Background: an optimization exercise with open tools, aiming at small area, a short achievable clock period and few clock cycles. Do not read the settings as production practice.
RTL that was checked went through simulation tests only; none was proved equivalent to the original.
Function not checked in run 4: the RTL went through the layout flow alone.
Power and IR drop assume default switching activity.

### run.sh
#!/bin/bash
# synth_recipe.tcl (not shown) runs the flow's synth.tcl, then flattens the netlist and writes it again
# the make line also repeats each setting of config.mk as NAME=value (left out here)
make -C /OpenROAD-flow-scripts/flow DESIGN_CONFIG=/design/flow/config.mk WORK_HOME=/design/flow/orfs CLKGATE_MAP_FILE= SYNTH_SCRIPT=/design/flow/synth_recipe.tcl finish
### config.mk
export PLATFORM = sky130hd
export DESIGN_NAME = elf_cu
export DESIGN_NICKNAME = elf_cu
export VERILOG_FILES = /design/flow/design.v
export SDC_FILE = /design/flow/constraint.sdc
export NUM_CORES = 4
export LEC_CHECK = 0
export CAP_MARGIN = 20
export CORE_MARGIN = 2
export CORE_UTILIZATION = 40
export SLEW_MARGIN = 20
### constraint.sdc
create_clock -name core_clock -period 11.0 [get_ports {clk}]
set_input_delay 2.2000 -clock core_clock [delete_from_list [all_inputs] [get_ports {clk}]]
set_output_delay 2.2000 -clock core_clock [all_outputs]
set_load 0.01 [all_outputs]
### design.v
module elf_cu (
    input  wire        clk,
    input  wire        rst,
    input  wire        in_valid,
    output wire        in_ready,
    input  wire [1:0]  in_op,
    input  wire [63:0] in_data,
    input  wire [6:0]  in_nbits,
    output wire        out_valid,
    input  wire        out_ready,
    output wire [63:0] out_data,
    output wire        out_last,
    output wire [3:0]  out_bytes
);
    localparam [63:0] END_SIGN = 64'h7FF8000000000000;
    localparam [1:0] OP_ADD     = 2'd0;
    localparam [1:0] OP_CLOSE   = 2'd1;
    localparam [1:0] OP_PUTBITS = 2'd2;
    localparam [1:0] OP_REFRESH = 2'd3;
    function [6:0] ctz64;
        input [63:0] a;
        reg [63:0] y;
        reg [5:0]  n;
        begin
            y = a;
            n = 6'd0;
            if (y[31:0] == 32'd0) begin n = n + 6'd32; y = y >> 32; end
            if (y[15:0] == 16'd0) begin n = n + 6'd16; y = y >> 16; end
            if (y[7:0] == 8'd0)   begin n = n + 6'd8;  y = y >> 8;  end
            if (y[3:0] == 4'd0)   begin n = n + 6'd4;  y = y >> 4;  end
            if (y[1:0] == 2'd0)   begin n = n + 6'd2;  y = y >> 2;  end
            if (y[0] == 1'b0)     begin n = n + 6'd1;               end
            ctz64 = (a == 64'd0) ? 7'd64 : {1'b0, n};
        end
    endfunction
    function [2:0] lzcode;
        input [63:0] a;
        begin
            if (a[63:40] == 24'd0)      lzcode = 3'd7;
            else if (a[63:42] == 22'd0) lzcode = 3'd6;
            else if (a[63:44] == 20'd0) lzcode = 3'd5;
            else if (a[63:46] == 18'd0) lzcode = 3'd4;
            else if (a[63:48] == 16'd0) lzcode = 3'd3;
            else if (a[63:52] == 12'd0) lzcode = 3'd2;
            else if (a[63:56] == 8'd0)  lzcode = 3'd1;
            else                        lzcode = 3'd0;
        end
    endfunction
    function [4:0] lzbucket;
        input [2:0] c;
        begin
            case (c)
                3'd0:    lzbucket = 5'd0;
                3'd1:    lzbucket = 5'd8;
                3'd2:    lzbucket = 5'd12;
                3'd3:    lzbucket = 5'd16;
                3'd4:    lzbucket = 5'd18;
                3'd5:    lzbucket = 5'd20;
                3'd6:    lzbucket = 5'd22;
                default: lzbucket = 5'd24;
            endcase
        end
    endfunction
    reg  adv;         
    reg  in_rdy;      
    wire adv_n;
    wire s0_v_n;
    assign in_ready = in_rdy;
    wire in_fire = in_valid && in_rdy;
    reg        s0_v;
    reg [1:0]  s0_op;
    reg [63:0] s0_d;
    reg [6:0]  s0_n;
    assign s0_v_n = in_fire || (s0_v && !adv);
    always @(posedge clk) begin
        if (in_rdy) begin
            s0_op <= in_op;
            s0_d  <= in_data;
            s0_n  <= in_nbits;
        end
    end
    reg        first;
    reg [63:0] stored_val;
    wire [63:0] v1c = (s0_op == OP_CLOSE) ? END_SIGN : s0_d;
    wire [63:0] x1c = first ? v1c : (stored_val ^ v1c);
    wire        val1c = (s0_op == OP_ADD) || (s0_op == OP_CLOSE);
    reg        s1_v;
    reg [1:0]  s1_op;
    reg [63:0] s1_x;       
    reg [2:0]  s1_lc;
    reg [6:0]  s1_tz;
    reg        s1_xz;
    reg        s1_first;
    reg [6:0]  s1_n;
    always @(posedge clk) begin
        if (adv) begin
            s1_op    <= s0_op;
            s1_x     <= val1c ? x1c : s0_d;
            s1_lc    <= lzcode(x1c);
            s1_tz    <= ctz64(x1c);
            s1_xz    <= (x1c == 64'd0);
            s1_first <= first;
            s1_n     <= (s0_n > 7'd64) ? 7'd64 : s0_n;
        end
    end
    always @(posedge clk) begin
        if (rst) begin
            first <= 1'b1;
        end else if (adv && s0_v) begin
            if (s0_op == OP_ADD) begin
                first      <= 1'b0;
                stored_val <= v1c;
            end else if (s0_op == OP_CLOSE || s0_op == OP_REFRESH) begin
                first <= 1'b1;
            end
        end
    end
    reg        win_v;
    reg [2:0]  w_lc;
    reg [5:0]  w_tz;
    wire [4:0] lz2   = lzbucket(s1_lc);
    wire [4:0] wlz2  = lzbucket(w_lc);
    wire [6:0] cb2   = 7'd64 - {2'b00, lz2} - s1_tz;
    wire       reuse = win_v && (s1_lc == w_lc) && (s1_tz[5:0] >= w_tz);
    reg [10:0] hdr2c;
    reg [6:0]  len2c;
    reg [6:0]  m2c;
    always @* begin
        hdr2c = 11'd0;
        len2c = 7'd0;
        m2c   = 7'd0;
        case (s1_op)
            OP_PUTBITS: begin
                len2c = s1_n;
                m2c   = s1_n;
            end
            OP_REFRESH: begin
                len2c = 7'd0;
                m2c   = 7'd0;
            end
            default: begin
                if (s1_first) begin
                    hdr2c = {s1_tz, 4'd0};
                    len2c = 7'd71 - s1_tz;
                    m2c   = 7'd71;
                end else if (s1_xz) begin
                    hdr2c = {2'b01, 9'd0};
                    len2c = 7'd2;
                    m2c   = 7'd0;
                end else if (reuse) begin
                    hdr2c = 11'd0;
                    len2c = 7'd66 - {2'b00, wlz2} - {1'b0, w_tz};
                    m2c   = 7'd66 - {2'b00, wlz2};
                end else if (cb2 <= 7'd16) begin
                    hdr2c = {2'b10, s1_lc, cb2[3:0], 2'b00};
                    len2c = 7'd9 + cb2;
                    m2c   = 7'd73 - {2'b00, lz2};
                end else begin
                    hdr2c = {2'b11, s1_lc, cb2[5:0]};
                    len2c = 7'd11 + cb2;
                    m2c   = 7'd75 - {2'b00, lz2};
                end
            end
        endcase
    end
    reg        s2_v;
    reg [1:0]  s2_op;
    reg [63:0] s2_x;
    reg [10:0] s2_hdr;
    reg [6:0]  s2_len;
    reg [6:0]  s2_m;
    always @(posedge clk) begin
        if (adv) begin
            s2_op  <= s1_op;
            s2_x   <= s1_x;
            s2_hdr <= hdr2c;
            s2_len <= len2c;
            s2_m   <= m2c;
        end
    end
    always @(posedge clk) begin
        if (rst) begin
            win_v <= 1'b0;
        end else if (adv && s1_v) begin
            if (s1_op == OP_CLOSE || s1_op == OP_REFRESH) begin
                win_v <= 1'b0;
            end else if (s1_op == OP_ADD && !s1_first && !s1_xz && !reuse) begin
                win_v <= 1'b1;
                w_lc  <= s1_lc;
                w_tz  <= s1_tz[5:0];
            end
        end
    end
    wire [138:0] sh3 = {s2_x, 75'd0} >> s2_m;
    wire [74:0]  code3c = {s2_hdr, 64'd0} | sh3[74:0];
    reg        s3_v;
    reg [1:0]  s3_op;
    reg [74:0] s3_code;
    reg [6:0]  s3_len;
    always @(posedge clk) begin
        if (adv) begin
            s3_op   <= s2_op;
            s3_code <= code3c;
            s3_len  <= s2_len;
        end
    end
    always @(posedge clk) begin
        if (rst) begin
            s1_v <= 1'b0;
            s2_v <= 1'b0;
            s3_v <= 1'b0;
        end else if (adv) begin
            s1_v <= s0_v;
            s2_v <= s1_v;
            s3_v <= s2_v;
        end
    end
    reg [5:0]  p;          
    reg [63:0] cur;        
    reg [10:0] ext;        
    reg        st_full;    
    reg        st_flush;   
    reg        st_close;   
    wire [138:0] w4    = {s3_code, 64'd0} >> p;
    wire [7:0]   tot4  = {2'b00, p} + {1'b0, s3_len};
    wire [63:0]  word0 = cur | w4[138:75];
    wire take4 = adv && s3_v;
    wire busy4 = st_full || st_flush;
    reg        q0_v, q1_v;
    reg [63:0] q0_d, q1_d;
    reg        q0_l, q1_l;
    reg [3:0]  q0_b, q1_b;
    reg        push;
    reg [63:0] push_d;
    reg        push_l;
    reg [3:0]  push_b;
    reg [5:0]  p_n;
    reg [63:0] cur_n;
    reg [10:0] ext_n;
    reg        st_full_n, st_flush_n, st_close_n;
    always @* begin
        push   = 1'b0;
        push_d = word0;
        push_l = 1'b0;
        push_b = 4'd8;
        p_n    = p;
        cur_n  = cur;
        ext_n  = ext;
        st_full_n  = st_full;
        st_flush_n = st_flush;
        st_close_n = st_close;
        if (busy4) begin
            if (!q1_v) begin
                push   = 1'b1;
                push_d = cur;
                if (st_full) begin
                    push_l = st_close && (p == 6'd0);
                    push_b = 4'd8;
                    cur_n  = {ext, 53'd0};
                    st_full_n = 1'b0;
                    if (st_close) begin
                        if (p == 6'd0) begin
                            cur_n = 64'd0;
                            st_close_n = 1'b0;
                        end else begin
                            st_flush_n = 1'b1;
                        end
                    end
                end else begin
                    push_l = 1'b1;
                    push_b = {1'b0, 3'd0} + (({1'b0, p[5:0]} + 7'd7) >> 3);
                    cur_n  = 64'd0;
                    p_n    = 6'd0;
                    st_flush_n = 1'b0;
                    st_close_n = 1'b0;
                end
            end
        end else if (take4) begin
            if (s3_op == OP_REFRESH) begin
                cur_n = 64'd0;
                p_n   = 6'd0;
            end else if (tot4 < 8'd64) begin
                if (s3_op == OP_CLOSE) begin
                    push   = 1'b1;
                    push_l = 1'b1;
                    push_b = (tot4[6:0] + 7'd7) >> 3;
                    cur_n  = 64'd0;
                    p_n    = 6'd0;
                end else begin
                    cur_n = word0;
                    p_n   = tot4[5:0];
                end
            end else begin
                push   = 1'b1;
                push_l = (s3_op == OP_CLOSE) && (tot4 == 8'd64);
                cur_n  = w4[74:11];
                p_n    = tot4[5:0];
                if (tot4 < 8'd128) begin
                    if (s3_op == OP_CLOSE) begin
                        if (tot4 == 8'd64) begin
                            cur_n = 64'd0;
                        end else begin
                            st_flush_n = 1'b1;
                            st_close_n = 1'b1;
                        end
                    end
                end else begin
                    ext_n      = w4[10:0];
                    st_full_n  = 1'b1;
                    st_close_n = (s3_op == OP_CLOSE);
                end
            end
        end
    end
    always @(posedge clk) begin
        if (rst) begin
            p        <= 6'd0;
            cur      <= 64'd0;
            st_full  <= 1'b0;
            st_flush <= 1'b0;
            st_close <= 1'b0;
        end else begin
            p        <= p_n;
            cur      <= cur_n;
            st_full  <= st_full_n;
            st_flush <= st_flush_n;
            st_close <= st_close_n;
        end
        ext <= ext_n;
    end
    wire pop = q0_v && out_ready;
    reg  q0_v_n, q1_v_n;
    always @* begin
        q0_v_n = q0_v;
        q1_v_n = q1_v;
        if (q1_v) begin
            if (pop) q1_v_n = 1'b0;
        end else if (!q0_v || pop) begin
            q0_v_n = push;
        end else if (push) begin
            q1_v_n = 1'b1;
        end
    end
    always @(posedge clk) begin
        if (q1_v) begin
            if (pop) begin
                q0_d <= q1_d;
                q0_l <= q1_l;
                q0_b <= q1_b;
            end
        end else if (!q0_v || pop) begin
            q0_d <= push_d;
            q0_l <= push_l;
            q0_b <= push_b;
        end else if (push) begin
            q1_d <= push_d;
            q1_l <= push_l;
            q1_b <= push_b;
        end
    end
    always @(posedge clk) begin
        if (rst) begin
            q0_v <= 1'b0;
            q1_v <= 1'b0;
        end else begin
            q0_v <= q0_v_n;
            q1_v <= q1_v_n;
        end
    end
    assign out_valid = q0_v;
    assign out_data  = q0_d;
    assign out_last  = q0_l;
    assign out_bytes = q0_b;
    assign adv_n = !st_full_n && !st_flush_n && !q1_v_n;
    always @(posedge clk) begin
        if (rst) begin
            adv    <= 1'b1;
            in_rdy <= 1'b1;
            s0_v   <= 1'b0;
        end else begin
            adv    <= adv_n;
            in_rdy <= !s0_v_n || adv_n;
            s0_v   <= s0_v_n;
        end
    end
endmodule
==> key figures, run 1 <==
Setup path
  • CP arrival: 6240 ps
  • Total buffers and inverters traversed by the critical path: 2
  • Reg-to-reg critical path endpoint: s1_tz[0]
  • Worst r2r src: s0_op[1]
  • Element type at the critical path start: register
  • Kind of capture point of the worst setup path: register
  • Category of cells accounting for the largest share of critical-path delay: simple AND/OR/NAND/NOR gates
  • Max Fanout on Critical Path: 66
  • Reg-to-reg setup timing slack: 5200 ps
  • R2r worst-path depth: 13
  • CP max-delay cell: nor4_2
  • Critical path data required time: 11440 ps
  • Cells along the critical path: buf_4 -> nand2b_2 -> buf_4 -> and2_1 -> xnor2_1 -> or4_4 -> nor4_2 -> nand2_1 -> a2111oi_0 -> nor2_1 -> a41oi_2 -> nor4_2 -> a221oi_1
  • Largest incremental delay on the critical path: 890 ps
  • Type of the worst setup path: register to register

Clock tree
  • Clock tree sinks: 636
  • Cell at the root of the clock tree: clkbuf_16
  • Total CTS buffers: 72
  • Clock tree from TritonCTS: yes
  • Total setup buffers inserted after CTS: 0
  • Clk Latency, worst-skew pair: 640 ps
  • Max Root-Sink Buffers: 3
  • Clock transition at the registers of the reported paths: 60 ps
  • Quantity of gates resized following cts: 0
  • Number of levels in the clock H-tree: 3
  • Number of hold buffers added after cts: 0

Min path
  • Hold Path Cell Cnt: 0
  • Min-delay worst type: register to register
  • Hold wc startpoint: s2_op[1]
  • Worst hold path endpoint: s3_op[1]

Route
  • Routed WL: 113.1 mm
  • Antenna viol nets, final: 0
  • Via/cell ratio: 5.842
  • Drt wl/cell: 23.12 um
  • Initial DRC count: 2901
  • First-pass detailed-route iteration total: 6
  • Number of DRC violations after detailed routing: 0
  • Via count: 28590

Status
  • Status: no timing/DRC/antenna violations

Place
  • RePlAce Congestion: 0.9423
  • Instance area after placement: 40110 um2
  • Number of buffer cells added on primary ports: 147
  • Placed wire-length estimate: 82.30 mm

Run
  • Max Cap Viol: 0

Synthesis
  • Top FF cell, synth: edfxtp_1
  • Synthesized cell area: 37550 um2
  • Post-Syn Nets: 3673
  • Synthesis-stage register bit count: 636
  • Mean cell area of the mapped netlist: 10.54 um2
  • Number of warnings issued by yosys: 1
  • EDFF count, synth: 553
  • Ys async rst share: 0%
  • Syn Inst Count: 3564
  • Share of the yosys chip area belonging to registers: 48.65%
  • Count of different cell masters after synthesis: 79

Global routing
  • Combined global-route utilization of all metal layers: 23.27%
  • Global-route wire length before repair: 169.8 mm
  • Number of antenna violations at the first check in global routing: 2
  • GR Layer Usage met2: 38.05%
  • Largest net degree at the start of global routing: 80
  • Met1 track demand over resource: 32.23%
  • Global-route layer with the greatest usage: met2
  • Met3 routing resource usage after global routing: 3.235%
  • Overflow left after global routing: 0
  • Number of global-route vias before repair: 26720

STA
  • Normalized max-slew margin: 23.57%
  • Worst-Margin Slew: 1142 ps
  • Total Neg Setup Slack: 0 ps
  • Number of endpoints with negative hold slack in the final report: 0
  • Share of the clock period used by the worst path: 52.71%
  • RSZ-0062 raised after global routing: false
  • Setup-failing EPs final: 0
  • Number of pins exceeding their max-slew limit in the final report: 0
  • Final critical-path required period: 5798 ps
  • Maximum clock rate: 172.5 MHz
  • Final worst clock skew: 29.22 ps

Floorplan
  • Total die area: 96350 um2
  • Standard-cell row count: 112
  • Placeable core area: 93190 um2
  • Number of placed I/O pins: 148
  • Die height: 310.4 um
  • Effective utilization at floorplan: 40.30%
  • Die width: 310.4 um

Power and ir drop
  • Max VDD drop: 158.6 uV
  • LEAKAGE: 15.93 nW
  • Power density cells: 163.9 nW/um2

Final layout
  • ANT cells: 0
  • Layout Cell Area excl Fill: 42370 um2
  • Total Nets Final: 3693
  • Fraction of final layout cells with drive strength greater than 1: 13.74%
  • Area grow syn2layout: 12.83%
## cells in the mapped netlist (29+ instances only)
| cell type | n | share of area (%) |
|---|---|---|
| a21oi_1 | 180 | 2.4 |
| a22oi_1 | 70 | 1.4 |
| a31oi_1 | 41 | 0.68 |
| and2_1 | 30 | 0.50 |
| buf_1 | 53 | 0.53 |
| clkbuf_1 | 189 | 1.9 |
| dfxtp_1 | 83 | 4.4 |
| edfxtp_1 | 553 | 44 |
| ha_1 | 29 | 0.97 |
| inv_1 | 95 | 0.95 |
| mux2_2 | 168 | 5.0 |
| mux2i_1 | 187 | 5.0 |
| mux4_2 | 111 | 6.7 |
| nand2_1 | 378 | 3.8 |
| nand2b_1 | 35 | 0.58 |
| nor2_1 | 437 | 4.4 |
| nor2b_1 | 56 | 0.93 |
| nor3_1 | 62 | 0.83 |
| o21a_1 | 35 | 0.70 |
| o21ai_0 | 234 | 3.1 |
| o22ai_1 | 85 | 1.4 |
| xnor2_1 | 61 | 1.4 |
## sequential cells by signal, indices dropped and copies added (netlist names), 6 cells and up
signal,count
s2_hdr,11
ext,10
s1_tz,6
s2_m,7
s2_len,7
s1_n,7
q1_d,64
p,6
s1_x,64
w_tz,6
cur,64
s2_x,64
q0_d,64
stored_val,64
s3_code,75
s0_d,64
s0_n,7
s3_len,7
## kinds of logic after synthesis
family / after synthesis / synth area share, %
AND/OR/NAND/NOR: 1124 / 13.26
adder cells (fa/ha/maj): 33 / 1.153
multiplexers: 466 / 16.68
flip-flops: 636 / 48.65
buffers and inverters: 353 / 3.569
XOR/XNOR: 78 / 1.819
AO/OA/AOI/OAI: 874 / 14.87
## how the worst max path moves through the flow
stage,startpoint,endpoint,cells past startpoint
after floorplan,adv,q1_b[0],4
after global placement,s0_op[1],s1_tz[0],13
after detailed placement,s0_op[1],s1_tz[0],13
after CTS,s0_op[1],s1_tz[0],13
after global routing,s0_op[1],s1_tz[0],13
final,s0_op[1],s1_tz[0],13
## where the power goes
part | switching, W | internal [W] | total [W]
Sequential | 0.000159 | 0.00288 | 0.00304
Combinational | 0.000910 | 0.000661 | 0.00157
Clock | 0.00100 | 0.00133 | 0.00233
## through the flow
step / total power [W] / hold slack (ps) / utilization [%] / instances / setup slack (ps)
after floorplan: 0.004000 / 400.3 / - / 3564 / 1086
after global placement: 0.004623 / 400.9 / 43.04 / 4764 / 5296
after detailed placement: 0.004630 / 404.5 / 43.04 / 4764 / 5270
after CTS: 0.006978 / 409.5 / 45.46 / 4894 / 5249
after global routing: 0.007232 / 414.3 / 45.46 / 4894 / 4789
final: 0.006942 / 397.6 / 45.46 / 4894 / 5202
## routing by layer
metal  routed length, um  vias to the layer above
met2               53290                     1069
li1                    -                    13370
met3                6856                      176
met4                3046                        2
met1               49920                    13970
met5                  13                        -
## cell type report
cell class,instances,area (um2)
fill,8682,50820
sequential,636,18290
multi-input combinational,2575,18040
clock buffer,84,1857
timing repair buffer,196,1834
tap,1254,1569
clock inverter,46,391.6
inverter,103,386.6
## placed cells by master (no fill, tap or decap), types with 35 or more instances in the layout
master	count
edfxtp_1	553
nor2_1	434
nand2_1	378
o21ai_0	233
mux2i_1	187
a21oi_1	178
mux2_2	168
clkdlybuf4s50_1	146
mux4_2	111
inv_1	93
o22ai_1	85
dfxtp_1	76
clkbuf_16	72
a22oi_1	70
xnor2_1	61
nor3_1	61
nor2b_1	55
buf_4	49
a31oi_1	40
o21a_1	35
Testbench counts, summed over its fixed seeds: cycles 39,282.
==> run 2: changes to the inputs <==
--- a/design.v
+++ b/design.v
@@ -83,13 +83,18 @@
     reg [63:0] stored_val;
-    wire [63:0] v1c = (s0_op == OP_CLOSE) ? END_SIGN : s0_d;
-    wire [63:0] x1c = first ? v1c : (stored_val ^ v1c);
-    wire        val1c = (s0_op == OP_ADD) || (s0_op == OP_CLOSE);
+    wire [63:0] v1c   = (s0_op == OP_CLOSE) ? END_SIGN : s0_d;
+    wire        val1c = !s0_op[1];
+    wire        put1c = (s0_op == OP_PUTBITS);
+    wire [63:0] x1c   = first ? v1c : (stored_val ^ v1c);
+    wire [63:0] src1c = val1c ? x1c : s0_d;
+    wire [6:0]  n1c   = (s0_n > 7'd64) ? 7'd64 : s0_n;
+    wire [2:0]  lc1c  = lzcode(x1c);
+    wire [6:0]  sa1c  = put1c ? (7'd64 - n1c) : (first ? 7'd0 : {2'b00, lzbucket(lc1c)});
+    wire [63:0] y1c   = sa1c[6] ? 64'd0 : (src1c << sa1c[5:0]);
     reg        s1_v;
     reg [1:0]  s1_op;
-    reg [63:0] s1_x;       
+    reg [63:0] s1_y;       
     reg [2:0]  s1_lc;
-    reg [6:0]  s1_tz;
+    reg [6:0]  s1_tz;      
     reg        s1_xz;
     reg        s1_first;
-    reg [6:0]  s1_n;
     always @(posedge clk) begin
@@ -97,8 +102,7 @@
             s1_op    <= s0_op;
-            s1_x     <= val1c ? x1c : s0_d;
-            s1_lc    <= lzcode(x1c);
-            s1_tz    <= ctz64(x1c);
+            s1_y     <= y1c;
+            s1_lc    <= lc1c;
+            s1_tz    <= put1c ? n1c : ctz64(x1c);
             s1_xz    <= (x1c == 64'd0);
             s1_first <= first;
-            s1_n     <= (s0_n > 7'd64) ? 7'd64 : s0_n;
         end
@@ -125,12 +129,11 @@
     reg [10:0] hdr2c;
+    reg [3:0]  hl2c;       
     reg [6:0]  len2c;
-    reg [6:0]  m2c;
     always @* begin
         hdr2c = 11'd0;
+        hl2c  = 4'd0;
         len2c = 7'd0;
-        m2c   = 7'd0;
         case (s1_op)
             OP_PUTBITS: begin
-                len2c = s1_n;
-                m2c   = s1_n;
+                len2c = s1_tz;
             end
@@ -138,3 +141,2 @@
                 len2c = 7'd0;
-                m2c   = 7'd0;
             end
@@ -143,20 +145,20 @@
                     hdr2c = {s1_tz, 4'd0};
+                    hl2c  = 4'd7;
                     len2c = 7'd71 - s1_tz;
-                    m2c   = 7'd71;
                 end else if (s1_xz) begin
                     hdr2c = {2'b01, 9'd0};
+                    hl2c  = 4'd2;
                     len2c = 7'd2;
-                    m2c   = 7'd0;
                 end else if (reuse) begin
                     hdr2c = 11'd0;
+                    hl2c  = 4'd2;
                     len2c = 7'd66 - {2'b00, wlz2} - {1'b0, w_tz};
-                    m2c   = 7'd66 - {2'b00, wlz2};
                 end else if (cb2 <= 7'd16) begin
                     hdr2c = {2'b10, s1_lc, cb2[3:0], 2'b00};
+                    hl2c  = 4'd9;
                     len2c = 7'd9 + cb2;
-                    m2c   = 7'd73 - {2'b00, lz2};
                 end else begin
                     hdr2c = {2'b11, s1_lc, cb2[5:0]};
+                    hl2c  = 4'd11;
                     len2c = 7'd11 + cb2;
-                    m2c   = 7'd75 - {2'b00, lz2};
                 end
@@ -165,15 +167,12 @@
     end
+    wire [74:0] code2c = {hdr2c, 64'd0} | ({s1_y, 11'd0} >> hl2c);
     reg        s2_v;
     reg [1:0]  s2_op;
-    reg [63:0] s2_x;
-    reg [10:0] s2_hdr;
+    reg [74:0] s2_code;
     reg [6:0]  s2_len;
-    reg [6:0]  s2_m;
     always @(posedge clk) begin
         if (adv) begin
-            s2_op  <= s1_op;
-            s2_x   <= s1_x;
-            s2_hdr <= hdr2c;
-            s2_len <= len2c;
-            s2_m   <= m2c;
+            s2_op   <= s1_op;
+            s2_code <= code2c;
+            s2_len  <= len2c;
         end
@@ -193,15 +192,2 @@
     end
-    wire [138:0] sh3 = {s2_x, 75'd0} >> s2_m;
-    wire [74:0]  code3c = {s2_hdr, 64'd0} | sh3[74:0];
-    reg        s3_v;
-    reg [1:0]  s3_op;
-    reg [74:0] s3_code;
-    reg [6:0]  s3_len;
-    always @(posedge clk) begin
-        if (adv) begin
-            s3_op   <= s2_op;
-            s3_code <= code3c;
-            s3_len  <= s2_len;
-        end
-    end
     always @(posedge clk) begin
@@ -210,3 +196,2 @@
             s2_v <= 1'b0;
-            s3_v <= 1'b0;
         end else if (adv) begin
@@ -214,3 +199,2 @@
             s2_v <= s1_v;
-            s3_v <= s2_v;
         end
@@ -223,7 +207,7 @@
     reg        st_close;   
-    wire [138:0] w4    = {s3_code, 64'd0} >> p;
-    wire [7:0]   tot4  = {2'b00, p} + {1'b0, s3_len};
-    wire [63:0]  word0 = cur | w4[138:75];
-    wire take4 = adv && s3_v;
-    wire busy4 = st_full || st_flush;
+    wire [138:0] w3    = {s2_code, 64'd0} >> p;
+    wire [7:0]   tot3  = {2'b00, p} + {1'b0, s2_len};
+    wire [63:0]  word0 = cur | w3[138:75];
+    wire take3 = adv && s2_v;
+    wire busy3 = st_full || st_flush;
     reg        q0_v, q1_v;
@@ -251,3 +235,3 @@
         st_close_n = st_close;
-        if (busy4) begin
+        if (busy3) begin
             if (!q1_v) begin
@@ -277,11 +261,11 @@
             end
-        end else if (take4) begin
-            if (s3_op == OP_REFRESH) begin
+        end else if (take3) begin
+            if (s2_op == OP_REFRESH) begin
                 cur_n = 64'd0;
                 p_n   = 6'd0;
-            end else if (tot4 < 8'd64) begin
-                if (s3_op == OP_CLOSE) begin
+            end else if (tot3 < 8'd64) begin
+                if (s2_op == OP_CLOSE) begin
                     push   = 1'b1;
                     push_l = 1'b1;
-                    push_b = (tot4[6:0] + 7'd7) >> 3;
+                    push_b = (tot3[6:0] + 7'd7) >> 3;
                     cur_n  = 64'd0;
@@ -290,3 +274,3 @@
                     cur_n = word0;
-                    p_n   = tot4[5:0];
+                    p_n   = tot3[5:0];
                 end
@@ -294,8 +278,8 @@
                 push   = 1'b1;
-                push_l = (s3_op == OP_CLOSE) && (tot4 == 8'd64);
-                cur_n  = w4[74:11];
-                p_n    = tot4[5:0];
-                if (tot4 < 8'd128) begin
-                    if (s3_op == OP_CLOSE) begin
-                        if (tot4 == 8'd64) begin
+                push_l = (s2_op == OP_CLOSE) && (tot3 == 8'd64);
+                cur_n  = w3[74:11];
+                p_n    = tot3[5:0];
+                if (tot3 < 8'd128) begin
+                    if (s2_op == OP_CLOSE) begin
+                        if (tot3 == 8'd64) begin
                             cur_n = 64'd0;
@@ -307,5 +291,5 @@
                 end else begin
-                    ext_n      = w4[10:0];
+                    ext_n      = w3[10:0];
                     st_full_n  = 1'b1;
-                    st_close_n = (s3_op == OP_CLOSE);
+                    st_close_n = (s2_op == OP_CLOSE);
                 end
==> flow/run.sh (new file) <==
#!/bin/bash
# Standard layout, with repair_timing aiming for setup slack of SETUP_SLACK_MARGIN ns
# (timing repair works toward a shorter period than the 11 ns clock). Constraints unchanged.
set -euo pipefail
bash standard.sh SETUP_SLACK_MARGIN=7.5 finish > standard_flow.log 2>&1
==> standard.sh (new file) <==
#!/bin/bash
# synth_recipe.tcl (not shown) runs the flow's synth.tcl, then flattens the netlist and writes it again
# the make line also repeats each setting of config.mk as NAME=value (left out here)
make -C /OpenROAD-flow-scripts/flow DESIGN_CONFIG=/design/flow/config.mk WORK_HOME=/design/flow/orfs CLKGATE_MAP_FILE= SYNTH_SCRIPT=/design/flow/synth_recipe.tcl "${@:-finish}"
removed: run.sh
==> key figures, run 2 <==
Status
  • Status: no timing/DRC/antenna violations

Place
  • Placed wire-length estimate: 90.20 mm (+9.6%)
  • Number of buffer cells added on primary ports: 147 (unchanged)
  • Total instance count after detailed placement: 4686 (-1.6%)
  • RePlAce Congestion: 0.9739 (+3.4%)

Setup path
  • R2r worst-path depth: 12 (-1)
  • CP max-delay cell: and2_1
  • Element type at the critical path start: register
  • Kind of capture point of the worst setup path: register
  • Largest incremental delay on the critical path: 510 ps (-380 ps)
  • Worst setup startpoint: s0_op[1]
  • Critical path data required time: 11360 ps (-80 ps)
  • Cells along the critical path: buf_12 -> buf_4 -> buf_12 -> nand2b_2 -> nor2_1 -> and2_1 -> nor2_4 -> nand2_2 -> nor2_4 -> and3_1 -> nor3_2 -> nand4_1
  • CP arrival: 4300 ps (-1940 ps)
  • Max Fanout on Critical Path: 60 (-9.1%)
  • Type of the worst setup path: register to register
  • Worst r2r src: s0_op[1]

Route
  • Via/cell ratio: 6.260 (+7.2%)
  • Number of DRC violations after detailed routing: 0 (unchanged)
  • Highest layer used for signal routing: met4
  • Drt wl/cell: 27.23 um (+18%)
  • Routed WL: 139.4 mm (+23%)
  • Detailed-routed wire length on met3: 10.34 mm (+51%)
  • Initial DRC count: 3518 (+21%)
  • Antenna viol nets, final: 0 (unchanged)
  • Via count: 32050 (+12%)
  • First-pass detailed-route iteration total: 8 (+2)
  • Total met2 wirelength after detailed routing: 64.83 mm (+22%)
  • Routed length on met1: 53.91 mm (+8.0%)

STA
  • Share of the clock period used by the worst path: 35.82% (-17 points)
  • Number of pins exceeding their max-slew limit in the final report: 0 (unchanged)
  • Maximum clock rate: 253.8 MHz (+47%)
  • Total Neg Setup Slack: 0 ps (unchanged)
  • Setup-failing EPs final: 0 (unchanged)
  • Worst-Margin Slew: 1303 ps (+160.5 ps)
  • Final critical-path required period: 3941 ps (-1857 ps)
  • Normalized max-slew margin: 12.23% (-11 points)
  • RSZ-0062 raised after global routing: true
  • Final worst clock skew: 27.45 ps (-1.771 ps)
  • Number of endpoints with negative hold slack in the final report: 0 (unchanged)

Global routing
  • Overflow left after global routing: 0 (unchanged)
  • Number of global-route vias before repair: 30560 (+14%)
  • Combined global-route utilization of all metal layers: 29.43% (+6.2 points)
  • Number of antenna violations at the first check in global routing: 1 (-1)
  • Global-route wire length before repair: 202.0 mm (+19%)
  • Largest net degree at the start of global routing: 77 (-3.8%)

Final layout
  • Total Nets Final: 4015 (+8.7%)
  • Non-filler instance count after layout: 5119 (+4.6%)
  • Most used cells in the layout excluding fill and tap cells: 456 x edfxtp_1, 365 x nor2_1, 296 x nand2_1, 232 x buf_4, 176 x a21oi_1
  • Register with the most flip-flops: s2_code
  • Fraction of final layout cells with drive strength greater than 1: 30.36% (+17 points)
  • Area grow syn2layout: 32.30%
  • Max reg flops: 75 (unchanged)
  • Most frequent standard cell in the layout excluding fill and tap cells: edfxtp_1

Synthesis
  • Area share of the largest cell type after synthesis: 38.38% (-5.8 points)
  • Syn Inst Count: 3582 (+0.51%)
  • EDFF count, synth: 456 (-18%)
  • Ys async rst share: 0% (unchanged)
  • Synth area leaders: edfxtp_1 38%, mux2i_1 7.9%, mux2_2 5.1%
  • Count of different cell masters after synthesis: 89 (+13%)
  • Cell type with the highest aggregate area in the netlist: edfxtp_1
  • Most used standard cell by instance count after synthesis: edfxtp_1
  • Synthesized cell area: 35680 um2 (-5.0%)
  • Share of the yosys chip area belonging to registers: 42.98% (-5.7 points)
  • Mean cell area of the mapped netlist: 9.960 um2 (-5.5%)
  • Top FF cell, synth: edfxtp_1
  • Top post-synthesis cells by count: 456 x edfxtp_1, 393 x nor2_1, 310 x nand2_1
  • Post-Syn Nets: 3696 (+0.63%)
  • Synthesis-stage register bit count: 538 (-15%)
  • Number of warnings issued by yosys: 1 (unchanged)

Run
  • Max Cap Viol: 0 (unchanged)

Min path
  • Min-delay worst type: register to register
  • Hold Path Cell Cnt: 2 (+2)
  • Hold wc startpoint: s2_v

Floorplan
  • Die width: 302.7 um (-2.5%)
  • Standard-cell row count: 109 (-2.7%)
  • Placeable core area: 88370 um2 (-5.2%)
  • Total die area: 91600 um2 (-4.9%)
  • Number of placed I/O pins: 148 (unchanged)
  • Effective utilization at floorplan: 40.37% (+0.074 points)
  • Die height: 302.7 um (-2.5%)

Clock tree
  • Number of levels in the clock H-tree: 3 (unchanged)
  • Clock tree from TritonCTS: yes
  • Max Root-Sink Buffers: 3 (unchanged)
  • Cell at the root of the clock tree: clkbuf_16
  • Clock transition at the registers of the reported paths: 60 ps (about the same)
  • Total CTS buffers: 66 (-8.3%)
  • Clock tree sinks: 538 (-15%)
  • Clk Latency, worst-skew pair: 650 ps (about the same)

Power and ir drop
  • LEAKAGE: 17.76 nW (+11%)
  • Power density cells: 157.2 nW/um2 (-4.1%)
  • Max VDD drop: 171.7 uV (+8.2%)
-- run 2: changes by cell type after synthesis, moves of 18 or more --
| cell | previous run | this run |
|---|---|---|
| o22ai_1 | 85 | 53 |
| nand2b_1 | 35 | 63 |
| buf_2 | 6 | 25 |
| nor2_1 | 437 | 393 |
| edfxtp_1 | 553 | 456 |
| o21ai_0 | 234 | 173 |
| clkbuf_1 | 189 | 171 |
| nand2_1 | 378 | 310 |
| a21oi_1 | 180 | 232 |
| o211ai_1 | 3 | 33 |
| mux2i_1 | 187 | 282 |
| nand3_1 | 26 | 48 |
| a22o_1 | 17 | 50 |
| mux4_2 | 111 | 72 |
-- run 2: through the flow --
stage | instance area [um2] | utilization [%] | power (W) | setup slack [ps] | hold slack (ps)
after global placement | 38550 | 43.62 | 0.004721 | 5179 | 473.5
after floorplan | 36480 | - | 0.003950 | 6037 | 416.1
after CTS | 45520 | 51.51 | 0.007245 | 7179 | 490.9
after detailed placement | 38550 | 43.62 | 0.004729 | 5156 | 481.5
final | 47200 | 53.41 | 0.007421 | 7059 | 488.9
after global routing | 47200 | 53.41 | 0.007675 | 6970 | 519.4
-- run 2: what timing repair did --
action                                  CTS  global route
pin swaps                                96            74
cloned                                   38             8
resized for setup                       646           212
setup buffers                           178            88
endpoints found under the setup margin  481           270
hold buffers                              0             0
-- run 2: final cells by class --
class,count,area [um2]
inverters,99,380.4
clock inverters,41,401.6
fillers,7709,41170
clock buffers,79,1730
repair buffers,504,5443
well taps,1165,1458
diodes,1,2.502
flip-flops and latches,538,15360
multi-input cells,2692,22420
-- run 2: power by group --
part / switching (W) / internal [W] / leakage [nW] / total, W
combinational: 0.00138 / 0.00111 / 11.4 / 0.00249
sequential: 0.000234 / 0.00251 / 5.33 / 0.00275
clock: 0.000930 / 0.00125 / 1.03 / 0.00218
total: 0.00254 / 0.00488 / 17.8 / 0.00742
-- run 2: worst max-delay path: cells and delay by family (launching register included) --
kind / cells / cell delay, ps
simple gates: 9 / 2670
buf+inv: 3 / 550
flops: 1 / 390
-- run 2: layer usage --
metal	up-vias	GRT usage (%)
met4	0	17.52
li1	14170	-
met2	1657	48.09
met5	-	0
met3	526	5.091
met1	15690	36.56
-- run 2: worst paths after layout --
| kind | endpoint | slack, ps |
|---|---|---|
| setup / recovery | s1_y[59] | 7060 |
| hold / removal | s2_v | 490 |
| hold reg to reg | s2_v | 490 |
| setup reg to reg | s1_y[59] | 7060 |
-- run 2: cell families (layout without fill, tap and decap cells) --
logic type | after synthesis | in the layout | share of synthesized area (%)
flip-flops | 538 | 538 | 42.98
AND/OR/NAND/NOR | 1081 | 1092 | 13.99
AO/OA/AOI/OAI | 969 | 970 | 17.94
multiplexers | 519 | 519 | 17.68
adder cells (fa/ha/maj) | 37 | 37 | 1.361
XOR/XNOR | 74 | 74 | 1.817
other | 0 | 1 | 0
buffers and inverters | 364 | 723 | 4.222
Testbench counts of run 2, summed over its fixed seeds: cycles 39,274.
==> run 3: changes to the inputs <==
==> run.sh (new file) <==
#!/bin/bash
# synth_recipe.tcl (not shown) runs the flow's synth.tcl, then flattens the netlist and writes it again
# the make line also repeats each setting of config.mk as NAME=value (left out here)
make -C /OpenROAD-flow-scripts/flow DESIGN_CONFIG=/design/flow/config.mk WORK_HOME=/design/flow/orfs CLKGATE_MAP_FILE= SYNTH_SCRIPT=/design/flow/synth_recipe.tcl finish
removed: flow/run.sh
removed: standard.sh
==> key figures, run 3 <==
STA
  • Normalized max-slew margin: 24.55% (+12 points)
  • Setup-failing EPs final: 0 (unchanged)
  • Total Neg Setup Slack: 0 ps (unchanged)
  • Final worst clock skew: 53.82 ps (+26.37 ps)
  • Worst-Margin Slew: 1120 ps (-182.8 ps)
  • Final critical-path required period: 6380 ps (+2440 ps)
  • Share of the clock period used by the worst path: 58.00% (+22 points)
  • Number of pins exceeding their max-slew limit in the final report: 0 (unchanged)
  • RSZ-0062 raised after global routing: false
  • Maximum clock rate: 156.7 MHz (-38%)
  • Number of endpoints with negative hold slack in the final report: 0 (unchanged)

Synthesis
  • Mean cell area of the mapped netlist: 9.960 um2 (unchanged)
  • Cell type with the highest aggregate area in the netlist: edfxtp_1
  • Post-Syn Nets: 3696 (unchanged)
  • EDFF count, synth: 456 (unchanged)
  • Top post-synthesis cells by count: 456 x edfxtp_1, 393 x nor2_1, 310 x nand2_1
  • Top FF cell, synth: edfxtp_1
  • Ys async rst share: 0% (unchanged)
  • Post-Synth Simple-Gate Area: 13.99% (unchanged)
  • Most used standard cell by instance count after synthesis: edfxtp_1
  • Area share of fa/ha/maj cells after synthesis: 1.361% (unchanged)
  • Xor/xnor share of the synthesized area: 1.817% (unchanged)
  • Synth area leaders: edfxtp_1 38%, mux2i_1 7.9%, mux2_2 5.1%
  • Multiplexer share of the synthesized area: 17.68% (unchanged)
  • Count of different cell masters after synthesis: 89 (unchanged)
  • Synthesis-stage register bit count: 538 (unchanged)
  • Share of the synthesized area in compound gates (AO/OA/AOI/OAI): 17.94% (unchanged)
  • Synthesized cell area: 35680 um2 (unchanged)
  • Syn Inst Count: 3582 (unchanged)
  • Largest family of logic cells by synthesized area: compound AO/OA/AOI/OAI gates
  • Area share of the largest cell type after synthesis: 38.38% (unchanged)
  • Share of the yosys chip area belonging to registers: 42.98% (unchanged)
  • Number of warnings issued by yosys: 1 (unchanged)

Setup path
  • Type of the worst setup path: register to register
  • Category of cells accounting for the largest share of critical-path delay: buffers and inverters
  • CP arrival: 6700 ps (+2400 ps)
  • Max Fanout on Critical Path: 75 (+25%)
  • Largest incremental delay on the critical path: 710 ps (+200 ps)
  • CP max-delay cell: buf_4
  • Kind of capture point of the worst setup path: register
  • Cell type with the highest occurrence count on the critical path: buf_4
  • Cells along the critical path: buf_4 -> buf_4 -> nand2b_2 -> buf_4 -> nand2b_1 -> o21ai_0 -> a2111oi_0 -> o221ai_1 -> a21o_2 -> buf_4 -> mux2i_1 -> mux2i_1 -> a221oi_1 -> o221ai_1
  • Total buffers and inverters traversed by the critical path: 4 (+1)
  • Critical path data required time: 11320 ps (-40 ps)
  • Element type at the critical path start: register

Clock tree
  • Clock transition at the registers of the reported paths: 70 ps (about the same)
  • Max Root-Sink Buffers: 3 (unchanged)
  • Total setup buffers inserted after CTS: 0 (-100%)
  • Cell at the root of the clock tree: clkbuf_16
  • Number of levels in the clock H-tree: 2 (-1)
  • Clock tree from TritonCTS: yes
  • Clock tree sinks: 538 (unchanged)
  • Number of hold buffers added after cts: 0 (unchanged)
  • Quantity of gates resized following cts: 0 (-100%)
  • Total CTS buffers: 59 (-11%)
  • Clk Latency, worst-skew pair: 670 ps (+20 ps)

Route
  • Number of DRC violations after detailed routing: 0 (unchanged)
  • Routed WL: 122.5 mm (-12%)
  • Via/cell ratio: 6.095 (-2.6%)
  • Drt wl/cell: 25.55 um (-6.2%)
  • First-pass detailed-route iteration total: 8 (unchanged)
  • Via count: 29240 (-8.8%)
  • Antenna viol nets, final: 0 (unchanged)
  • Initial DRC count: 2840 (-19%)

Global routing
  • Global-route wire length before repair: 182.4 mm (-9.7%)
  • Largest net degree at the start of global routing: 86 (+12%)
  • Number of antenna violations at the first check in global routing: 0 (-1)
  • Number of global-route vias before repair: 27720 (-9.3%)
  • Combined global-route utilization of all metal layers: 26.32% (-3.1 points)
  • Overflow left after global routing: 0 (unchanged)

Final layout
  • Total Nets Final: 3697 (-7.9%)
  • Number of filler cells placed in the layout: 8409 (+9.1%)
  • Fraction of final layout cells with drive strength greater than 1: 12.64% (-18 points)
  • Register with the most flip-flops: s2_code
  • Layout Cell Area excl Fill: 40160 um2 (-15%)
  • ANT cells: 0 (-1)
  • Area grow syn2layout: 12.58%
  • Most used cells in the layout excluding fill and tap cells: 456 x edfxtp_1, 389 x nor2_1, 310 x nand2_1, 282 x mux2i_1, 229 x a21oi_1
  • Layout Utilization: 45.45% (-8.0 points)
  • Max reg flops: 75 (unchanged)
  • Most frequent standard cell in the layout excluding fill and tap cells: edfxtp_1

Run
  • Max Cap Viol: 0 (unchanged)

Place
  • Placed wire-length estimate: 91.60 mm (+1.5%)
  • RePlAce Congestion: 1.009 (+3.6%)
  • Instance area after placement: 38090 um2 (-1.2%)
  • Number of buffer cells added on primary ports: 147 (unchanged)

Floorplan
  • Total die area: 91600 um2 (unchanged)
  • Standard-cell row count: 109 (unchanged)
  • Die width: 302.7 um (unchanged)
  • Placeable core area: 88370 um2 (unchanged)
  • Number of placed I/O pins: 148 (unchanged)
  • Die height: 302.7 um (unchanged)
  • Effective utilization at floorplan: 40.37% (unchanged)

Power and ir drop
  • Max VDD drop: 150.5 uV (-12%)
  • Power density cells: 168.0 nW/um2 (+6.8%)
  • LEAKAGE: 15.14 nW (-15%)
  • Total power after layout: 0.006746 W (-9.1%)

Min path
  • Min-delay worst type: register to register

Status
  • Status: no timing/DRC/antenna violations
-- run 3: cell counts after synthesis --
No cell type changed its count.
-- run 3: cell families (layout without fill, tap and decap cells) --
group / Yosys count / in the layout
simple gates: 1081 / 1081
compound gates: 969 / 969
flops: 538 / 538
mux: 519 / 519
buf+inv: 364 / 414
xor+xnor: 74 / 74
fa+ha+maj: 37 / 37
-- run 3: where the power goes --
| group | internal, W | switching, W | leakage (nW) |
|---|---|---|---|
| logic | 0.000803 | 0.00113 | 8.81 |
| clock network | 0.00122 | 0.000883 | 1.00 |
| registers | 0.00251 | 0.000200 | 5.33 |
-- run 3: stage by stage --
| stage | worst slack (ps) | std cells | hold WS (ps) |
|---|---|---|---|
| 2_1_floorplan | 527.3 | 3582 | 416.1 |
| 3_3_place_gp | 4882 | 4687 | 476.2 |
| 3_5_place_dp | 4825 | 4687 | 487.9 |
| 4_1_cts | 4771 | 4797 | 499.4 |
| 5_1_grt | 4221 | 4797 | 538.5 |
| 6_report | 4620 | 4797 | 497.6 |
-- run 3: final cells by class --
class,count,area (um2),share of cell area [%]
clock buffers,75,1660,4.134
clock inverters,35,394.1,0.9813
inverters,99,371.6,0.9252
multi-input cells,2680,19020,47.36
flip-flops and latches,538,15360,38.24
well taps,1165,1458,3.629
repair buffers,205,1902,4.735
-- run 3: path summary, 6_finish.rpt --
kind,cells after the start,to,from,slack (ps)
min reg2reg,2,s2_v,s2_v,500
max reg2reg,14,s1_y[54],s0_op[1],4620
min,2,s2_v,s2_v,500
max,14,s1_y[54],s0_op[1],4620
-- run 3: worst reg2reg max path, stage by stage (launching register included) --
cell	delay, ps
edfxtp_1	330
buf_4	400
buf_4	660
nand2b_2	550
buf_4	550
nand2b_1	450
o21ai_0	420
a2111oi_0	200
o221ai_1	430
a21o_2	200
buf_4	710
mux2i_1	370
mux2i_1	140
a221oi_1	420
o221ai_1	220
-- run 3: per-layer routing --
metal	up-vias	GRT usage [%]	routed length [um]
met5	-	0	0
met4	0	12.83	6611
met3	266	2.821	6657
met2	1181	44.11	58500
met1	14290	33.98	50780
li1	13510	-	-
==> run 4: changes to the inputs <==
--- a/design.v
+++ b/design.v
@@ -72,3 +72,7 @@
     reg [63:0] s0_d;
-    reg [6:0]  s0_n;
+    reg        s0_put;     
+    reg        s0_raw;     
+    reg [6:0]  s0_sa;      
+    wire       first_n;
+    wire [6:0] n0c = (in_nbits > 7'd64) ? 7'd64 : in_nbits;
     assign s0_v_n = in_fire || (s0_v && !adv);
@@ -76,5 +80,7 @@
         if (in_rdy) begin
-            s0_op <= in_op;
-            s0_d  <= in_data;
-            s0_n  <= in_nbits;
+            s0_op  <= in_op;
+            s0_d   <= (in_op == OP_CLOSE) ? END_SIGN : in_data;
+            s0_put <= (in_op == OP_PUTBITS);
+            s0_raw <= first_n || (in_op == OP_PUTBITS);
+            s0_sa  <= (in_op == OP_PUTBITS) ? (7'd64 - n0c) : 7'd0;
         end
@@ -83,11 +89,51 @@
     reg [63:0] stored_val;
-    wire [63:0] v1c   = (s0_op == OP_CLOSE) ? END_SIGN : s0_d;
+    wire        put1c = s0_put;
     wire        val1c = !s0_op[1];
-    wire        put1c = (s0_op == OP_PUTBITS);
-    wire [63:0] x1c   = first ? v1c : (stored_val ^ v1c);
-    wire [63:0] src1c = val1c ? x1c : s0_d;
-    wire [6:0]  n1c   = (s0_n > 7'd64) ? 7'd64 : s0_n;
+    wire [63:0] x1c   = s0_raw ? s0_d : (stored_val ^ s0_d);
     wire [2:0]  lc1c  = lzcode(x1c);
-    wire [6:0]  sa1c  = put1c ? (7'd64 - n1c) : (first ? 7'd0 : {2'b00, lzbucket(lc1c)});
-    wire [63:0] y1c   = sa1c[6] ? 64'd0 : (src1c << sa1c[5:0]);
+    wire [4:0]  lz1c  = lzbucket(lc1c);
+    wire [6:0]  tz1c  = ctz64(x1c);
+    wire        xz1c  = (x1c == 64'd0);
+    wire [6:0]  sa1c  = s0_raw ? s0_sa : {2'b00, lz1c};
+    wire [63:0] y1c   = sa1c[6] ? 64'd0 : (x1c << sa1c[5:0]);
+    reg        sm1c;
+    always @* begin
+        case (lc1c)
+            3'd0:    sm1c = (x1c[47:0] == 48'd0);
+            3'd1:    sm1c = (x1c[39:0] == 40'd0);
+            3'd2:    sm1c = (x1c[35:0] == 36'd0);
+            3'd3:    sm1c = (x1c[31:0] == 32'd0);
+            3'd4:    sm1c = (x1c[29:0] == 30'd0);
+            3'd5:    sm1c = (x1c[27:0] == 28'd0);
+            3'd6:    sm1c = (x1c[25:0] == 26'd0);
+            default: sm1c = (x1c[23:0] == 24'd0);
+        endcase
+    end
+    reg [6:0]  k1c;
+    reg        kt1c;
+    reg [1:0]  hs1c;       
+    always @* begin
+        k1c  = 7'd0;
+        kt1c = 1'b0;
+        hs1c = 2'd0;
+        if (put1c) begin
+            k1c = 7'd64 - s0_sa;
+        end else if (val1c) begin
+            if (first) begin
+                k1c  = 7'd71;
+                kt1c = 1'b1;
+                hs1c = 2'd1;
+            end else if (xz1c) begin
+                k1c = 7'd2;
+            end else if (sm1c) begin
+                k1c  = 7'd73 - {2'b00, lz1c};
+                kt1c = 1'b1;
+                hs1c = 2'd2;
+            end else begin
+                k1c  = 7'd75 - {2'b00, lz1c};
+                kt1c = 1'b1;
+                hs1c = 2'd3;
+            end
+        end
+    end
     reg        s1_v;
@@ -95,6 +141,11 @@
     reg [63:0] s1_y;       
+    reg [1:0]  s1_hs;
+    reg [6:0]  s1_k;
+    reg        s1_kt;
     reg [2:0]  s1_lc;
-    reg [6:0]  s1_tz;      
-    reg        s1_xz;
+    reg [6:0]  s1_tz;
+    reg        s1_val;     
     reg        s1_first;
+    reg        s1_xz;
+    reg        s1_cr;      
     always @(posedge clk) begin
@@ -103,8 +154,24 @@
             s1_y     <= y1c;
+            s1_hs    <= hs1c;
+            s1_k     <= k1c;
+            s1_kt    <= kt1c;
             s1_lc    <= lc1c;
-            s1_tz    <= put1c ? n1c : ctz64(x1c);
-            s1_xz    <= (x1c == 64'd0);
+            s1_tz    <= tz1c;
+            s1_val   <= val1c;
             s1_first <= first;
+            s1_xz    <= xz1c;
+            s1_cr    <= val1c && !first && !xz1c;
         end
     end
+    reg first_nr;
+    always @* begin
+        first_nr = first;
+        if (adv && s0_v) begin
+            if (s0_op == OP_ADD)
+                first_nr = 1'b0;
+            else if (s0_op == OP_CLOSE || s0_op == OP_REFRESH)
+                first_nr = 1'b1;
+        end
+    end
+    assign first_n = first_nr;
     always @(posedge clk) begin
@@ -112,10 +179,7 @@
             first <= 1'b1;
-        end else if (adv && s0_v) begin
-            if (s0_op == OP_ADD) begin
-                first      <= 1'b0;
-                stored_val <= v1c;
-            end else if (s0_op == OP_CLOSE || s0_op == OP_REFRESH) begin
-                first <= 1'b1;
-            end
+        end else begin
+            first <= first_nr;
         end
+        if (adv && s0_v && s0_op == OP_ADD)
+            stored_val <= s0_d;
     end
@@ -124,46 +188,31 @@
     reg [5:0]  w_tz;
-    wire [4:0] lz2   = lzbucket(s1_lc);
-    wire [4:0] wlz2  = lzbucket(w_lc);
-    wire [6:0] cb2   = 7'd64 - {2'b00, lz2} - s1_tz;
-    wire       reuse = win_v && (s1_lc == w_lc) && (s1_tz[5:0] >= w_tz);
-    reg [10:0] hdr2c;
-    reg [3:0]  hl2c;       
-    reg [6:0]  len2c;
+    reg [6:0]  w_len;      
+    wire [4:0]  lz2    = lzbucket(s1_lc);
+    wire [6:0]  cb2    = 7'd64 - {2'b00, lz2} - {1'b0, s1_tz[5:0]};
+    wire [6:0]  nlen2  = s1_k - (s1_kt ? s1_tz : 7'd0);
+    wire        reuse  = s1_cr && win_v && (s1_lc == w_lc) && (s1_tz[5:0] >= w_tz);
+    reg [10:0] hdr2c;      
     always @* begin
         hdr2c = 11'd0;
-        hl2c  = 4'd0;
-        len2c = 7'd0;
-        case (s1_op)
-            OP_PUTBITS: begin
-                len2c = s1_tz;
-            end
-            OP_REFRESH: begin
-                len2c = 7'd0;
-            end
-            default: begin
-                if (s1_first) begin
-                    hdr2c = {s1_tz, 4'd0};
-                    hl2c  = 4'd7;
-                    len2c = 7'd71 - s1_tz;
-                end else if (s1_xz) begin
-                    hdr2c = {2'b01, 9'd0};
-                    hl2c  = 4'd2;
-                    len2c = 7'd2;
-                end else if (reuse) begin
-                    hdr2c = 11'd0;
-                    hl2c  = 4'd2;
-                    len2c = 7'd66 - {2'b00, wlz2} - {1'b0, w_tz};
-                end else if (cb2 <= 7'd16) begin
-                    hdr2c = {2'b10, s1_lc, cb2[3:0], 2'b00};
-                    hl2c  = 4'd9;
-                    len2c = 7'd9 + cb2;
-                end else begin
-                    hdr2c = {2'b11, s1_lc, cb2[5:0]};
-                    hl2c  = 4'd11;
-                    len2c = 7'd11 + cb2;
-                end
-            end
+        if (s1_val) begin
+            case (s1_hs)
+                2'd1:    hdr2c = {s1_tz, 4'd0};
+                2'd2:    hdr2c = {2'b10, s1_lc, cb2[3:0], 2'b00};
+                2'd3:    hdr2c = {2'b11, s1_lc, cb2[5:0]};
+                default: hdr2c = s1_xz ? {2'b01, 9'd0} : 11'd0;
+            endcase
+        end
+    end
+    wire [74:0] ypad2  = {s1_y, 11'd0};
+    reg  [74:0] pnew2;
+    always @* begin
+        case (s1_hs)
+            2'd0:    pnew2 = ypad2;
+            2'd1:    pnew2 = ypad2 >> 7;
+            2'd2:    pnew2 = ypad2 >> 9;
+            default: pnew2 = ypad2 >> 11;
         endcase
     end
-    wire [74:0] code2c = {hdr2c, 64'd0} | ({s1_y, 11'd0} >> hl2c);
+    wire [74:0] code2c = reuse ? (ypad2 >> 2) : ({hdr2c, 64'd0} | pnew2);
+    wire [6:0]  len2c  = reuse ? w_len : nlen2;
     reg        s2_v;
@@ -185,3 +234,3 @@
                 win_v <= 1'b0;
-            end else if (s1_op == OP_ADD && !s1_first && !s1_xz && !reuse) begin
+            end else if (s1_cr && !reuse) begin
                 win_v <= 1'b1;
@@ -189,2 +238,3 @@
                 w_tz  <= s1_tz[5:0];
+                w_len <= 7'd66 - {2'b00, lz2} - {1'b0, s1_tz[5:0]};
             end
==> flow/run.sh (new file) <==
#!/bin/bash
# Standard layout, with repair_timing aiming for setup slack of SETUP_SLACK_MARGIN ns
# (timing repair works toward a shorter period than the 11 ns clock). Constraints unchanged.
set -euo pipefail
bash standard.sh SETUP_SLACK_MARGIN=7.5 finish > standard_flow.log 2>&1
==> standard.sh (new file) <==
#!/bin/bash
# synth_recipe.tcl (not shown) runs the flow's synth.tcl, then flattens the netlist and writes it again
# the make line also repeats each setting of config.mk as NAME=value (left out here)
make -C /OpenROAD-flow-scripts/flow DESIGN_CONFIG=/design/flow/config.mk WORK_HOME=/design/flow/orfs CLKGATE_MAP_FILE= SYNTH_SCRIPT=/design/flow/synth_recipe.tcl "${@:-finish}"
removed: run.sh
==> key figures, run 4 <==
Setup path
  • Element type at the critical path start: register
  • CP arrival: 4260 ps (-2440 ps)
  • Kind of capture point of the worst setup path: register
  • Max Fanout on Critical Path: 25 (-67%)
  • Type of the worst setup path: register to register
  • Reg-to-reg setup timing slack: 7140 ps (+2520 ps)
  • Critical path data required time: 11400 ps (+80 ps)

Synthesis
  • Multiplexer share of the synthesized area: 22.29% (+4.6 points)
  • Post-Synth Simple-Gate Area: 12.97% (-1.0 points)
  • Cell type with the highest aggregate area in the netlist: edfxtp_1
  • Most used standard cell by instance count after synthesis: edfxtp_1
  • Synth area leaders: edfxtp_1 38%, mux4_2 8.3%, mux2i_1 7.9%
  • Count of different cell masters after synthesis: 83 (-6.7%)
  • Ys async rst share: 0% (unchanged)
  • Share of the yosys chip area belonging to registers: 41.87% (-1.1 points)
  • Syn Inst Count: 3632 (+1.4%)
  • Mean cell area of the mapped netlist: 10.44 um2 (+4.8%)
  • Number of warnings issued by yosys: 1 (unchanged)
  • Share of the synthesized area in compound gates (AO/OA/AOI/OAI): 14.62% (-3.3 points)
  • Area share of the largest cell type after synthesis: 37.54% (-0.84 points)
  • Synthesis-stage register bit count: 556 (+3.3%)
  • Top post-synthesis cells by count: 474 x edfxtp_1, 396 x nor2_1, 327 x nand2_1
  • Area share of fa/ha/maj cells after synthesis: 1.432% (+0.072 points)
  • Largest family of logic cells by synthesized area: multiplexers
  • EDFF count, synth: 474 (+3.9%)
  • Top FF cell, synth: edfxtp_1
  • Xor/xnor share of the synthesized area: 3.165% (+1.3 points)
  • Synthesized cell area: 37910 um2 (+6.3%)
  • Post-Syn Nets: 3750 (+1.5%)

Route
  • Antenna viol nets, final: 0 (unchanged)
  • Drt wl/cell: 24.65 um (-3.5%)
  • Routed WL: 125.3 mm (+2.3%)
  • Via/cell ratio: 6.017 (-1.3%)
  • Number of DRC violations after detailed routing: 0 (unchanged)
  • Via count: 30600 (+4.7%)
  • Initial DRC count: 3410 (+20%)
  • First-pass detailed-route iteration total: 6 (-2)

Clock tree
  • Clock tree sinks: 556 (+3.3%)
  • Clock tree from TritonCTS: yes
  • Number of levels in the clock H-tree: 3 (+1)
  • Clock transition at the registers of the reported paths: 60 ps (about the same)
  • Total CTS buffers: 66 (+12%)
  • Max Root-Sink Buffers: 3 (unchanged)
  • Clk Latency, worst-skew pair: 660 ps (about the same)
  • Number of hold buffers added after cts: 0 (unchanged)
  • Cell at the root of the clock tree: clkbuf_16

Floorplan
  • Die width: 311.9 um (+3.0%)
  • Total die area: 97260 um2 (+6.2%)
  • Effective utilization at floorplan: 40.50% (+0.13 points)
  • Die height: 311.9 um (+3.0%)
  • Placeable core area: 93610 um2 (+5.9%)
  • Number of placed I/O pins: 148 (unchanged)
  • Standard-cell row count: 112 (+2.8%)

STA
  • Setup-failing EPs final: 0 (unchanged)
  • Final WS setup: 7139 ps (+2520 ps)
  • Worst-Margin Slew: 1327 ps (+206.6 ps)
  • Number of pins exceeding their max-slew limit in the final report: 0 (unchanged)
  • Maximum clock rate: 259.0 MHz (+65%)
  • Total Neg Setup Slack: 0 ps (unchanged)
  • Final hold slack: 422.3 ps (-75.26 ps)
  • RSZ-0062 raised after global routing: true
  • Share of the clock period used by the worst path: 35.10% (-23 points)
  • Number of endpoints with negative hold slack in the final report: 0 (unchanged)
  • Final worst clock skew: 40.07 ps (-13.74 ps)
  • Normalized max-slew margin: 10.63% (-14 points)
  • Final critical-path required period: 3861 ps (-2520 ps)

Final layout
  • Fraction of final layout cells with drive strength greater than 1: 25.25% (+13 points)
  • Register cell area after layout: 15900 um2 (+3.5%)
  • Multi-input combinational cell area: 22150 um2 (+16%)
  • Most frequent standard cell in the layout excluding fill and tap cells: edfxtp_1
  • Area grow syn2layout: 22.00%
  • Most used cells in the layout excluding fill and tap cells: 474 x edfxtp_1, 372 x nor2_1, 318 x nand2_1, 253 x mux2i_1, 198 x mux2_2
  • Register with the most flip-flops: s2_code
  • Max reg flops: 75 (unchanged)
  • Total Nets Final: 3899 (+5.5%)
  • Number of filler cells placed in the layout: 8541 (+1.6%)

Global routing
  • Largest net degree at the start of global routing: 91 (+5.8%)
  • Number of antenna violations at the first check in global routing: 2 (+2)
  • Global-route wire length before repair: 185.5 mm (+1.7%)
  • Combined global-route utilization of all metal layers: 24.82% (-1.5 points)
  • Overflow left after global routing: 0 (unchanged)
  • Number of global-route vias before repair: 28820 (+3.9%)

Power and ir drop
  • Switching power total: 0.002490 W (+12%)
  • LEAKAGE: 17.35 nW (+15%)
  • Power density cells: 165.6 nW/um2 (-1.4%)
  • Internal power summed over all cells: 0.005169 W (+14%)
  • Max VDD drop: 112.9 uV (-25%)
  • Share of power burned in the clock network: 30.5% (-0.6 points)
  • Sequential share of power: 38.3% (-1.9 points)
  • Combinational Power Share: 31.2% (+2.5 points)
  • Switching Fraction: 32.51% (-0.30 points)

Min path
  • Min-delay worst type: register to register

Place
  • RePlAce Congestion: 0.9734 (-3.5%)
  • Worst setup timing slack at the placement stage: 5572 ps (+747.6 ps)
  • Placed wire-length estimate: 85.75 mm (-6.4%)
  • Number of buffer cells added on primary ports: 147 (unchanged)

Status
  • Status: no timing/DRC/antenna violations

Run
  • Max Cap Viol: 0 (unchanged)
==> run 4: layer usage <==
layer	track usage, %	up-vias	share of wire (%)
met1	33.75	14890	42
met5	0	-	0
met2	39.51	1413	46
met3	4.233	288	7.9
met4	9.561	0	4.2
li1	-	14010	-
==> run 4: path summary, 6_finish.rpt <==
kind,to,startpoint,cells after the start
setup / recovery,s1_y[60],s0_raw,17
hold / removal,s2_op[1],s1_op[1],0
setup reg to reg,s1_y[60],s0_raw,17
hold reg to reg,s2_op[1],s1_op[1],0
==> run 4: logic make-up (layout without fill, tap and decap cells) <==
group | Yosys count | count (layout)
buf+inv | 352 | 550
other cells | 0 | 1
mux | 645 | 645
flops | 556 | 556
compound gates | 837 | 837
xor+xnor | 137 | 137
simple gates | 1064 | 1064
fa+ha+maj | 41 | 41
==> run 4: power groups by stage <==
stage / logic (W) / clock network [W] / registers (W)
finish: 0.00239 / 0.00234 / 0.00293
global route: 0.00254 / 0.00245 / 0.00297
CTS: 0.00224 / 0.00238 / 0.00293
detailed placement: 0.00207 / 0 / 0.00298
global placement: 0.00206 / 0 / 0.00297
floorplan: 0.00134 / 0 / 0.00288
==> run 4: worst max-delay path, stage by stage (launching register included) <==
cell and delay, ps:
edfxtp_1 390, buf_6 180, buf_12 160, clkinv_8 60, buf_4 120, buf_4 150, o21ai_2 60, a22o_1 160
and4_4 320, nand2_2 180, o31ai_2 240, buf_4 390, nor2_2 70, buf_4 260, nand2_1 370, o32ai_1 190
a221oi_2 210, nand2_1 70
==> run 4: final cells by class <==
cell class / count / share of cell area (%)
Timing Repair inverter: 3 / 0.08656
Sequential cell: 556 / 34.38
Timing Repair Buffer: 375 / 8.802
Clock inverter: 45 / 1.293
Inverter: 55 / 0.5086
Clock buffer: 72 / 3.641
Antenna cell: 1 / 0.005410
Multi-Input combinational cell: 2724 / 47.89
Tap cell: 1254 / 3.392
==> run 4: repair_timing <==
item,in CTS,in global routing
pin swaps,44,72
gates cloned,23,4
endpoints found under the setup margin,515,269
setup buffers,81,68
gates resized for setup,388,221
==> run 4: metrics by stage <==
stage          power (W)  util [%]  std cells  cell area (um2)
2_1_floorplan   0.004222         -       3632            38010
3_3_place_gp    0.005031     43.14       4791            40390
3_5_place_dp    0.005045     43.15       4791            40390
4_1_cts         0.007556     47.88       5012            44820
5_1_grt         0.007964     49.41       5084            46250
6_report        0.007659     49.41       5085            46250

static timing again, ports no longer ideal:
In the flow no input, the clock included, has a driving cell. The finished layouts below were timed again as built, in two steps. Step 1: set_driving_cell puts a clkbuf_16 on clk and a buf_2 on each other input, an assumption about the parent block. Step 2 times the ports against the registers' clock, not the clock port: input delays grow and output delays shrink by t, the midpoint of the rising clock arrivals with the driver on. Three values: ideal, step 1, step 2; two values: the first two.
run	t, ns	setup WS [ns]	worst setup path at the end	clock arrival spread, ns
run 1	0.690	5.202 / 5.202 / 5.202	register to register	0.032 / 0.031
run 2	0.703	7.059 / 7.059 / 6.980	input to register	0.028 / 0.028
run 3	0.708	4.620 / 4.620 / 4.620	register to register	0.056 / 0.056
run 4	0.701	7.139 / 7.139 / 6.968	input to register	0.040 / 0.040
After both steps setup and hold are still met in every run listed. The setup slack of run 4, which loses most, moves by 0.000 ns with the drivers and by -0.171 ns with both steps.
